Background: an optimization exercise with open tools, aiming at small area. Do not read the settings as production practice. Only simulation tests tie the RTL to the original design; equivalence was not proved. No activity file was given, so power comes from the tool's default toggle rates.

the baseline:
## ws_core
module ws_core (
    input  wire        clk,
    input  wire        rst,           
    input  wire        cmd_valid,
    input  wire [7:0]  cmd,
    output wire        cmd_ready,
    output wire [7:0]  status,
    output wire [31:0] t_out,
    output wire [31:0] h_out,
    output wire [31:0] p_out,
    output wire        bus_req,
    output wire        bus_we,
    output wire [7:0]  bus_addr,
    output wire [3:0]  bus_len,
    output wire [7:0]  bus_wdata,
    input  wire        bus_ack,
    input  wire        bus_fail,
    input  wire [63:0] bus_rdata
);
Settings: LEC_CHECK=0, ABC_AREA=1, CAP_MARGIN=20, CORE_MARGIN=2, CORE_UTILIZATION=25, PLACE_DENSITY=0.4, SLEW_MARGIN=20, SYNTH_MEMORY_MAX_BITS=65536; clock period 60.0 ns.
standard.sh (not shown) runs the stock make flow with config.mk's settings and CLKGATE_MAP_FILE= SYNTH_SCRIPT=/design/flow/synth_recipe.tcl, a recipe that flattens the netlist after the stock synthesis.
==> flow/flow/run.sh <==
#!/bin/bash
# Own layout flow: the standard flow, with
#  - the combinational logic of the synthesis mapped again by ABC with an
#    area-oriented script (flow/better.script) and without the full-adder
#    extraction; the registers are those of the standard synthesis (the flow
#    checks their names and cell types and falls back to the standard
#    netlist if they differ);
#  - smaller port buffers and a clock tree of smaller buffers.
# Every tool's output goes to a log file of its own in this folder.
set -uo pipefail
W=$(pwd)
RES=$W/orfs/results/${FLOW_PLATFORM}/ws_core/base
LOGS=$W/logs_own
mkdir -p $LOGS

# 1. standard synthesis
bash standard.sh synth > $LOGS/1_standard_synth.log 2>&1 || exit 1

# 2. the same synthesis with another ABC script, in a work folder of its own
sed "s|log_cmd abc {\*}\$abc_args|log_cmd abc {*}[lreplace \$abc_args 1 1 $W/flow/better.script]|" \
    $FLOW_HOME/scripts/synth.tcl > $W/flow_synth_orfs.tcl
sed "s|source \$::env(SCRIPTS_DIR)/synth.tcl|source $W/flow_synth_orfs.tcl|" \
    $W/synth_recipe.tcl > $W/flow_synth.tcl
SYN=$W/orfs_own
make -C $FLOW_HOME DESIGN_CONFIG=$W/config.mk WORK_HOME=$SYN CLKGATE_MAP_FILE= \
    SYNTH_SCRIPT=$W/flow_synth.tcl ADDER_MAP_FILE= \
    $SYN/results/${FLOW_PLATFORM}/ws_core/base/1_2_yosys.v > $LOGS/2_own_synth.log 2>&1
OWN=$SYN/results/${FLOW_PLATFORM}/ws_core/base/1_2_yosys.v

# 3. keep it only if its registers are the standard synthesis's
regs() { python3 $W/flow/regs.py "$1"; }
if [[ -s $OWN ]] && regs $RES/1_2_yosys.v > $LOGS/regs_std.txt && regs $OWN > $LOGS/regs_own.txt \
   && cmp -s $LOGS/regs_std.txt $LOGS/regs_own.txt; then
    echo "own synthesis kept" > $LOGS/3_choice.log
    cp $OWN $RES/1_2_yosys.v
    rm -f $RES/1_synth.odb $RES/1_synth.sdc
else
    echo "standard synthesis kept" > $LOGS/3_choice.log
fi

# 4. the rest of the standard flow
bash standard.sh \
    "BUFFER_PORTS_ARGS=-buffer_cell sky130_fd_sc_hd__buf_1" \
    "CTS_ARGS=-sink_clustering_enable -repair_clock_nets -buf_list sky130_fd_sc_hd__clkbuf_8 -dont_use_dummy_load -sink_clustering_size 16 -sink_clustering_max_diameter 50" \
    finish > $LOGS/4_standard_finish.log 2>&1 || exit 1
Other scripts of this flow, unchanged in this note and not shown: flow/flow/better.script, flow/flow/regs.py
The baseline went all the way through synthesis, placement and routing and the layout is clean on timing, DRC and antenna.
#### Input delta (the candidate over the baseline)
--- a/flow/flow/run.sh
+++ b/flow/flow/run.sh
@@ -42,4 +42,4 @@
 bash standard.sh \
     "BUFFER_PORTS_ARGS=-buffer_cell sky130_fd_sc_hd__buf_1" \
-    "CTS_ARGS=-sink_clustering_enable -repair_clock_nets -buf_list sky130_fd_sc_hd__clkbuf_8 -dont_use_dummy_load -sink_clustering_size 16 -sink_clustering_max_diameter 50" \
+    "CTS_ARGS=-sink_clustering_enable -repair_clock_nets -buf_list sky130_fd_sc_hd__clkbuf_16 -dont_use_dummy_load -sink_clustering_size 30 -sink_clustering_max_diameter 80" \
     finish > $LOGS/4_standard_finish.log 2>&1 || exit 1
==> notes.md <==
Every run in the comparison, the candidate and the baseline, completed the flow with a clean layout.
Final worst-path cycle share across the candidate and the baseline: no real change.
Going from the baseline to the candidate, combined global-route utilization of all metal layers decreased by 0.23 points relative to the old numbers; setup slack on the worst flop-to-flop path increased by 0.11 ns relative to the old numbers; final worst slack increased by 0.0074 ns relative to the old numbers; number of clock buffers inserted by TritonCTS decreased by 29 relative to the old numbers.
The candidate and the baseline ended up with nearly the same final cell utilization of the core.
The candidate reports a lower routed length on met1 than the baseline does.
Taking the baseline as the reference, in the candidate part of the power in the clock network went down by 0.3 points, number of signal-net inverters in the final layout did not really move.

Another version of the RTL of ws_core (not shown whole).
Size in the first run: ~1700 cells after synthesis, about 200 I/O pins, about 0.018 mm² of cells after synthesis.
clock: 60.0 ns
lec_check: 0
abc_area: 1
cap_margin: 10
core_margin: 2
core_utilization: 50
place_density: 0.6
slew_margin: 10
synth_memory_max_bits: 65536
==> flow/flow/run.sh <==
#!/bin/bash
# Own layout flow: the standard flow, with
#  - the combinational logic of the synthesis mapped again by ABC with an
#    area-oriented script (flow/better.script) and without the full-adder
#    extraction; the registers are those of the standard synthesis (the flow
#    checks their names and cell types and falls back to the standard
#    netlist if they differ);
#  - smaller port buffers and a clock tree of smaller buffers.
# Every tool's output goes to a log file of its own in this folder.
set -uo pipefail
W=$(pwd)
RES=$W/orfs/results/${FLOW_PLATFORM}/ws_core/base
LOGS=$W/logs_own
mkdir -p $LOGS

# 1. standard synthesis
bash standard.sh synth > $LOGS/1_standard_synth.log 2>&1 || exit 1

# 2. the same synthesis with another ABC script, in a work folder of its own
sed "s|log_cmd abc {\*}\$abc_args|log_cmd abc {*}[lreplace \$abc_args 1 1 $W/flow/better.script]|" \
    $FLOW_HOME/scripts/synth.tcl > $W/flow_synth_orfs.tcl
sed "s|source \$::env(SCRIPTS_DIR)/synth.tcl|source $W/flow_synth_orfs.tcl|" \
    $W/synth_recipe.tcl > $W/flow_synth.tcl
SYN=$W/orfs_own
make -C $FLOW_HOME DESIGN_CONFIG=$W/config.mk WORK_HOME=$SYN CLKGATE_MAP_FILE= \
    SYNTH_SCRIPT=$W/flow_synth.tcl ADDER_MAP_FILE= \
    $SYN/results/${FLOW_PLATFORM}/ws_core/base/1_2_yosys.v > $LOGS/2_own_synth.log 2>&1
OWN=$SYN/results/${FLOW_PLATFORM}/ws_core/base/1_2_yosys.v

# 3. keep it only if its registers are the standard synthesis's
regs() { python3 $W/flow/regs.py "$1"; }
if [[ -s $OWN ]] && regs $RES/1_2_yosys.v > $LOGS/regs_std.txt && regs $OWN > $LOGS/regs_own.txt \
   && cmp -s $LOGS/regs_std.txt $LOGS/regs_own.txt; then
    echo "own synthesis kept" > $LOGS/3_choice.log
    cp $OWN $RES/1_2_yosys.v
    rm -f $RES/1_synth.odb $RES/1_synth.sdc
else
    echo "standard synthesis kept" > $LOGS/3_choice.log
fi

# 4. the rest of the standard flow
bash standard.sh \
    "BUFFER_PORTS_ARGS=-buffer_cell sky130_fd_sc_hd__buf_1" \
    "CTS_ARGS=-sink_clustering_enable -repair_clock_nets -buf_list sky130_fd_sc_hd__clkbuf_8 -dont_use_dummy_load -sink_clustering_size 20 -sink_clustering_max_diameter 60" \
    finish > $LOGS/4_standard_finish.log 2>&1 || exit 1
==> flow/flow/better.script <==
strash
&get -n
&deepsyn -T 40
&put
&get -n
&dch -f
&nf -R 1000
&put
Other scripts of this flow, unchanged in this note and not shown: flow/flow/regs.py
The first run ran to the end with no violations.
Then changed:
--- a/flow/flow/run.sh
+++ b/flow/flow/run.sh
@@ -43,3 +43,3 @@
     "BUFFER_PORTS_ARGS=-buffer_cell sky130_fd_sc_hd__buf_1" \
-    "CTS_ARGS=-sink_clustering_enable -repair_clock_nets -buf_list sky130_fd_sc_hd__clkbuf_8 -dont_use_dummy_load -sink_clustering_size 20 -sink_clustering_max_diameter 60" \
+    "CTS_ARGS=-sink_clustering_enable -repair_clock_nets -buf_list sky130_fd_sc_hd__clkbuf_16 -dont_use_dummy_load -sink_clustering_size 30 -sink_clustering_max_diameter 80" \
     finish > $LOGS/4_standard_finish.log 2>&1 || exit 1
==> flow/flow/better.script (replaced) <==
strash
&get -n
&deepsyn -T 120
&put
&get -n
&dch -f
&nf -R 1000
&put
The changed run produced a clean layout; sequential power is higher by about 3%; clock skew is higher by 0.017 ns; cell count is lower by 2.4%; global-route usage is higher by 0.92 points.
Then changed:
--- a/flow/flow/run.sh
+++ b/flow/flow/run.sh
@@ -43,3 +43,3 @@
     "BUFFER_PORTS_ARGS=-buffer_cell sky130_fd_sc_hd__buf_1" \
-    "CTS_ARGS=-sink_clustering_enable -repair_clock_nets -buf_list sky130_fd_sc_hd__clkbuf_16 -dont_use_dummy_load -sink_clustering_size 30 -sink_clustering_max_diameter 80" \
+    "CTS_ARGS=-sink_clustering_enable -repair_clock_nets -buf_list sky130_fd_sc_hd__clkbuf_8 -dont_use_dummy_load -sink_clustering_size 20 -sink_clustering_max_diameter 60" \
     finish > $LOGS/4_standard_finish.log 2>&1 || exit 1
Via count went down by 0.96%.
Routed wire length is lower by 1.5%.
Clock power goes down by 12%.
Cell count grows by 0.39%.
Then changed:
--- a/flow/flow/run.sh
+++ b/flow/flow/run.sh
@@ -43,3 +43,3 @@
     "BUFFER_PORTS_ARGS=-buffer_cell sky130_fd_sc_hd__buf_1" \
-    "CTS_ARGS=-sink_clustering_enable -repair_clock_nets -buf_list sky130_fd_sc_hd__clkbuf_8 -dont_use_dummy_load -sink_clustering_size 20 -sink_clustering_max_diameter 60" \
+    "CTS_ARGS=-sink_clustering_enable -repair_clock_nets -buf_list sky130_fd_sc_hd__clkbuf_8 -dont_use_dummy_load -sink_clustering_size 16 -sink_clustering_max_diameter 50" \
     finish > $LOGS/4_standard_finish.log 2>&1 || exit 1
Clock-buffer cell count went up by 6. Synthesized area is unchanged. Synthesized cell count is unchanged. Core utilization goes up by 0.24 points. Die area stays the same. Hold slack gains 0.023 ns. Power increases by 1.0%. Wire length hardly moves. Combinational power barely changes. Final cell count rose by 0.30%. Worst setup slack gets better by 0.011 ns.

[separate check: timing with driven ports]
Ports are ideal in the flow. The routed layouts listed here were re-timed in OpenROAD.
Step 1 assumes that a clkbuf_16 drives the clock port and a buf_2 every other input.
Step 2 also shifts input and output timing later by t, the mid clock arrival at the registers, as if the neighbouring blocks saw the same clock.
Slacks: ideal / step 1 / step 2; pairs: ideal / step 1.
run	t (ns)	slack for setup (ns)	clock arrival spread, ns	worst slew at a driven data input, ns
the baseline	0.710	38.548 / 38.583 / 37.873	0.073 / 0.072	0.08
the candidate	0.649	38.555 / 38.596 / 37.947	0.067 / 0.067	0.08
the first run of note 2	0.644	37.737 / 37.761 / 37.117	0.050 / 0.050	0.04
the second run of note 2	0.595	35.741 / 35.769 / 35.174	0.067 / 0.067	0.06
the third run of note 2	0.628	35.813 / 35.837 / 35.209	0.088 / 0.088	0.06
the fourth run of note 2	0.627	35.824 / 35.847 / 35.220	0.089 / 0.089	0.06
After both steps setup and hold are still met in every run listed. For the baseline, which loses most, drivers alone change the setup slack by +0.035 ns; drivers and shift together by -0.675 ns.
